This is an optimization exercise on Yosys and OpenROAD, whose aim is a short achievable clock period, not a production implementation. The flow treats the clock pin as an ideal source. Dropping or thinning the clock tree relies on that and would not hold on a real chip. No activity file was given, so power comes from the tool's default toggle rates.

## ts0710_codec
module ts0710_codec (
    input  wire        clk,
    input  wire        rst,           
    input  wire        compat,        
    input  wire        stat_clr,      
    input  wire        rx_valid,
    input  wire [7:0]  rx_data,
    input  wire        rx_flush,      
    output wire        rx_code_valid,
    output wire [3:0]  rx_code,
    output wire [7:0]  frm_addr,
    output wire [7:0]  frm_ctrl,
    output wire [15:0] frm_len,
    output wire [7:0]  frm_fcs,
    output wire        pay_valid,
    output wire [7:0]  pay_data,
    output wire        in_frame,
    output wire [15:0] acc_len,
    input  wire        tx_start,
    input  wire [7:0]  tx_addr,
    input  wire [7:0]  tx_ctrl,
    input  wire [15:0] tx_len,
    output wire        tx_ready,
    input  wire        tx_pl_valid,
    input  wire [7:0]  tx_pl_data,
    output wire        tx_pl_ready,
    output wire        tx_valid,
    output wire [7:0]  tx_data,
    output reg  [31:0] cnt_ok,
    output reg  [31:0] cnt_framing,
    output reg  [31:0] cnt_checksum,
    output reg  [31:0] cnt_overflow,
    output reg  [3:0]  err_flags      
);
    wire tx_len_err;
    wire ev_ok, ev_bad, ev_csum, ev_ovf;
    ts0710_rx u_rx (
        .clk        (clk),
        .rst        (rst),
  ...
Size: about 270 I/O pins, about 23000 sq um of cells after synthesis.
clock: 5.5 ns
lec_check: 0
abc_clock_period_in_ps: 1000
cap_margin: 20
core_margin: 2
core_utilization: 40
setup_slack_margin: 3.6
slew_margin: 20
synth_hierarchical: 1
synth_minimum_keep_size: 0
tns_end_percent: 100
standard.sh (not shown) runs the stock make flow with config.mk's settings and CLKGATE_MAP_FILE= SYNTH_SCRIPT=/design/flow/synth_recipe.tcl, a recipe that flattens the netlist after the stock synthesis.
==> flow/flow/run.sh <==
#!/bin/bash
# Layout flow: the standard ORFS flow, with
#  - the clock tree built by flow/cts_tree.tcl (a balanced two-stage buffer
#    tree) in place of TritonCTS;
#  - the slow wide OR/NOR gates added to the platform's don't-use list, so
#    synthesis and repair map wide ORs to faster NAND/NOR trees.
set -euo pipefail
here=$(pwd)
export PRE_CTS_TCL="$here/flow/cts_tree.tcl"
slow=""
for c in or3_1 or3_2 or3_4 or3b_1 or3b_2 or3b_4 or4_1 or4_2 or4_4 or4b_1 or4b_2 or4b_4 \
         or4bb_1 or4bb_2 or4bb_4 nor4_1 nor4_2 nor4_4 nor4b_1 nor4b_2 nor4b_4 \
         nor4bb_1 nor4bb_2 nor4bb_4 a2111o_1 a2111o_2 a2111o_4 a2111oi_0 a2111oi_1 \
         a2111oi_2 a2111oi_4 o2111a_1 o2111a_2 o2111a_4 o2111ai_1 o2111ai_2 o2111ai_4; do
  slow="$slow sky130_fd_sc_hd__$c"
done
export DONT_USE_CELLS="$slow"
bash standard.sh > "$here/standard_flow.log" 2>&1
Other scripts of this flow, unchanged in this note and not shown: flow/flow/cts_tree.tcl
==> next run, changes <==
==> flow/flow/run.sh (replaced) <==
#!/bin/bash
# Layout flow: the standard ORFS flow, with the clock tree built by
# flow/cts_tree.tcl (a balanced two-stage buffer tree) in place of TritonCTS.
set -euo pipefail
here=$(pwd)
export PRE_CTS_TCL="$here/flow/cts_tree.tcl"
bash standard.sh > "$here/standard_flow.log" 2>&1
The new run completed without violations.
Worst hold slack does not change.
Setup slack is unchanged.
Final cell count is unchanged.
Global-route usage is unchanged.
Area after synthesis stays the same.
Maximum frequency is unchanged.
Wire length is unchanged.
Total power does not change.
First-iteration DRC count does not change.
Synthesized cell count is unchanged.
Sequential power stays flat.
No run of this note included a check of the RTL's function; only the layout flow was run. In every run of this note, the design's own scripts or RTL, not TritonCTS, make the clock network.

Setup of main:
ts0710_codec, a different RTL version from the one above (not shown whole).
Size in the first run: about 2,800 cells after synthesis, ~600 flip-flops, about 270 I/O pins.
clock: 5.5 ns
lec_check: 0
abc_clock_period_in_ps: 1000
cap_margin: 20
core_margin: 2
core_utilization: 40
setup_slack_margin: 3.6
slew_margin: 20
synth_hierarchical: 1
synth_minimum_keep_size: 0
tns_end_percent: 100
==> flow/flow/run.sh <==
#!/bin/bash
# Layout flow: the standard ORFS flow, with the clock tree built by
# flow/cts_tree.tcl (a balanced tree of two inverting stages) in place of TritonCTS.
set -euo pipefail
here=$(pwd)
export PRE_CTS_TCL="$here/flow/cts_tree.tcl"
bash standard.sh > "$here/standard_flow.log" 2>&1
==> flow/flow/cts_tree.tcl <==
# Sourced by ORFS's cts.tcl before clock_tree_synthesis (PRE_CTS_TCL).
# Replaces TritonCTS with a balanced two-stage clock tree: the clock port
# feeds a few root inverters, one per group of sinks, and each root
# inverter feeds leaf inverters that each drive a tight cluster of
# flip-flops. Every flip-flop sees the same two inverting stages, so the
# clock keeps its sense.

set ::ct_root_cell sky130_fd_sc_hd__clkinv_16
set ::ct_leaf_cell sky130_fd_sc_hd__clkinv_8
set ::ct_roots 4
set ::ct_leaf_size 16

proc ct_kmeans { pts k iters } {
  # pts: list of {x y item}; returns a list of k lists of points
  set n [llength $pts]
  if { $k >= $n } {
    set out {}
    foreach p $pts { lappend out [list $p] }
    return $out
  }
  # seed centres with points spread along the sorted x+y order
  set sorted [lsort -real -index 0 [lmap p $pts { list [expr {[lindex $p 0] + [lindex $p 1]}] $p }]]
  set cs {}
  for { set i 0 } { $i < $k } { incr i } {
    set p [lindex [lindex $sorted [expr {int(($i + 0.5) * $n / $k)}]] 1]
    lappend cs [list [lindex $p 0] [lindex $p 1]]
  }
  # cap on cluster size so no leaf is overloaded
  set cap [expr {int(ceil(double($n) / $k * 1.15))}]
  for { set it 0 } { $it < $iters } { incr it } {
    # assign points, nearest centre first, respecting the cap
    set pairs {}
    set pi 0
    foreach p $pts {
      set ci 0
      foreach c $cs {
        set d [expr {abs([lindex $p 0] - [lindex $c 0]) + abs([lindex $p 1] - [lindex $c 1])}]
        lappend pairs [list $d $pi $ci]
        incr ci
      }
      incr pi
    }
    set pairs [lsort -real -index 0 $pairs]
    set assigned [lrepeat $n -1]
    set counts [lrepeat $k 0]
    foreach pr $pairs {
      lassign $pr d pi ci
      if { [lindex $assigned $pi] >= 0 } { continue }
      if { [lindex $counts $ci] >= $cap } { continue }
      lset assigned $pi $ci
      lset counts $ci [expr {[lindex $counts $ci] + 1}]
    }
    set groups [lrepeat $k {}]
    set pi 0
    foreach p $pts {
      set ci [lindex $assigned $pi]
      lset groups $ci [concat [lindex $groups $ci] [list $p]]
      incr pi
    }
    set ncs {}
    set ci 0
    foreach g $groups {
      if { [llength $g] == 0 } {
        lappend ncs [lindex $cs $ci]
      } else {
        set sx 0.0; set sy 0.0
        foreach p $g { set sx [expr {$sx + [lindex $p 0]}]; set sy [expr {$sy + [lindex $p 1]}] }
        lappend ncs [list [expr {$sx / [llength $g]}] [expr {$sy / [llength $g]}]]
      }
      incr ci
    }
    set cs $ncs
  }
  set out {}
  foreach g $groups { if { [llength $g] > 0 } { lappend out $g } }
  return $out
}

proc ct_centre { g } {
  set sx 0.0; set sy 0.0
  foreach p $g { set sx [expr {$sx + [lindex $p 0]}]; set sy [expr {$sy + [lindex $p 1]}] }
  return [list [expr {int($sx / [llength $g])}] [expr {int($sy / [llength $g])}]]
}

proc ct_place_buf { block master name xy } {
  set inst [odb::dbInst_create $block $master $name]
  # keep the buffer inside the core
  set core [$block getCoreArea]
  set x [expr {max([$core xMin], min([lindex $xy 0], [$core xMax] - [$master getWidth]))}]
  set y [expr {max([$core yMin], min([lindex $xy 1], [$core yMax] - [$master getHeight]))}]
  $inst setLocation $x $y
  $inst setPlacementStatus PLACED
  return $inst
}

proc ct_build {} {
  set db [ord::get_db]
  set block [ord::get_db_block]
  set rmaster [$db findMaster $::ct_root_cell]
  set lmaster [$db findMaster $::ct_leaf_cell]
  set clk_port [$block findBTerm clk]
  set clk_net [$clk_port getNet]

  # sinks: every instance pin on the clock net
  set pts {}
  foreach it [$clk_net getITerms] {
    set inst [$it getInst]
    set loc [$inst getLocation]
    lappend pts [list [lindex $loc 0] [lindex $loc 1] $it]
  }
  set nsinks [llength $pts]
  puts "ct: $nsinks sinks"

  set groups [ct_kmeans $pts $::ct_roots 30]
  set ri 0
  foreach g $groups {
    set nleaf [expr {int(ceil(double([llength $g]) / $::ct_leaf_size))}]
    set leaves [ct_kmeans $g $nleaf 30]
    set root [ct_place_buf $block $rmaster "ctroot_$ri" [ct_centre $g]]
    set rnet [odb::dbNet_create $block "ct_rootnet_$ri"]
    $rnet setSigType CLOCK
    [$root findITerm Y] connect $rnet
    [$root findITerm A] connect $clk_net
    set li 0
    foreach lg $leaves {
      set leaf [ct_place_buf $block $lmaster "ctleaf_${ri}_$li" [ct_centre $lg]]
      set lnet [odb::dbNet_create $block "ct_leafnet_${ri}_$li"]
      $lnet setSigType CLOCK
      [$leaf findITerm A] connect $rnet
      [$leaf findITerm Y] connect $lnet
      foreach p $lg {
        set it [lindex $p 2]
        $it disconnect
        $it connect $lnet
      }
      puts "ct: root $ri leaf $li drives [llength $lg] sinks"
      incr li
    }
    incr ri
  }
  $clk_net setSigType CLOCK
}

if { [info commands ct_orig_cts] eq "" } {
  rename clock_tree_synthesis ct_orig_cts
}
proc clock_tree_synthesis { args } {
  puts "ct: custom two-stage clock tree instead of clock_tree_synthesis $args"
  ct_build
}
main | stages: all done | timing, DRC, antenna: all pass
Input changes introduced in the feature branch (baseline for comparison: main):
==> flow/flow/run.sh <==
#!/bin/bash
# Layout flow: the standard ORFS flow, with the clock tree built by
# flow/cts_tree.tcl (a balanced two-stage buffer tree) in place of TritonCTS.
set -euo pipefail
here=$(pwd)
export PRE_CTS_TCL="$here/flow/cts_tree.tcl"
bash standard.sh > "$here/standard_flow.log" 2>&1
diff --git a/flow/flow/cts_tree.tcl b/flow/flow/cts_tree.tcl
--- a/flow/flow/cts_tree.tcl
+++ b/flow/flow/cts_tree.tcl
@@ -2,9 +2,7 @@
 # Replaces TritonCTS with a balanced two-stage clock tree: the clock port
-# feeds a few root inverters, one per group of sinks, and each root
-# inverter feeds leaf inverters that each drive a tight cluster of
-# flip-flops. Every flip-flop sees the same two inverting stages, so the
-# clock keeps its sense.
+# feeds a few root buffers, one per group of sinks, and each root buffer
+# feeds leaf buffers that each drive a tight cluster of flip-flops. Every
+# flip-flop sees the same number of buffer stages.
 
-set ::ct_root_cell sky130_fd_sc_hd__clkinv_16
-set ::ct_leaf_cell sky130_fd_sc_hd__clkinv_8
+set ::ct_buf   sky130_fd_sc_hd__clkbuf_16
 set ::ct_roots 4
@@ -98,4 +96,3 @@
   set block [ord::get_db_block]
-  set rmaster [$db findMaster $::ct_root_cell]
-  set lmaster [$db findMaster $::ct_leaf_cell]
+  set master [$db findMaster $::ct_buf]
   set clk_port [$block findBTerm clk]
@@ -118,6 +115,6 @@
     set leaves [ct_kmeans $g $nleaf 30]
-    set root [ct_place_buf $block $rmaster "ctroot_$ri" [ct_centre $g]]
+    set root [ct_place_buf $block $master "ctroot_$ri" [ct_centre $g]]
     set rnet [odb::dbNet_create $block "ct_rootnet_$ri"]
     $rnet setSigType CLOCK
-    [$root findITerm Y] connect $rnet
+    [$root findITerm X] connect $rnet
     [$root findITerm A] connect $clk_net
@@ -125,3 +122,3 @@
     foreach lg $leaves {
-      set leaf [ct_place_buf $block $lmaster "ctleaf_${ri}_$li" [ct_centre $lg]]
+      set leaf [ct_place_buf $block $master "ctleaf_${ri}_$li" [ct_centre $lg]]
       set lnet [odb::dbNet_create $block "ct_leafnet_${ri}_$li"]
@@ -129,3 +126,3 @@
       [$leaf findITerm A] connect $rnet
-      [$leaf findITerm Y] connect $lnet
+      [$leaf findITerm X] connect $lnet
       foreach p $lg {
### Flow results
Global routing usage on met2 of main is on par with the feature branch.
The wire length of the first global-routing pass of the feature branch falls short of that of main by 440 um.
Of the feature branch and main, it is the feature branch that has the higher total clock network power.
Sort the feature branch and main by worst setup slack, descending, and the feature branch comes first.
Number of nets in the finished design across the feature branch and main: no real change.
Power per cell area: lower on main
The run with more routed wire is the feature branch, not main.
Function was not checked in any run of this note: the RTL went through the layout flow alone. No run of this note takes its clock network from TritonCTS; it comes from the design's own scripts or RTL.

==> separate check: timing with driven ports <==
In the flow no input, the clock included, has a driving cell. The finished layouts below were timed again as built, in two steps. Step 1 assumes that a clkbuf_16 drives the clock port and a buf_2 every other input. Step 2 adds t to the input delays and takes it off the output delays; t is the mean of the earliest and latest rising clock arrival at the registers after step 1. Input paths then give back, and output paths get back, about the clock's delay inside the block. a / b / c = no drivers / after step 1 / after step 2; a / b = the first two.
run	shift t [ns]	slack for setup (ns)	clock arrival spread, ns
the first run of note 1	0.468	3.304 / 3.304 / 2.855	0.063 / 0.062
the second run of note 1	0.468	3.304 / 3.304 / 2.855	0.063 / 0.062
main	0.532	3.230 / 3.349 / 2.831	0.057 / 0.059
the feature branch	0.533	3.387 / 3.348 / 2.836	0.062 / 0.061
After both steps every run listed still meets setup and hold. For the feature branch, which loses most, drivers alone change the setup slack by -0.039 ns; drivers and shift together by -0.551 ns.
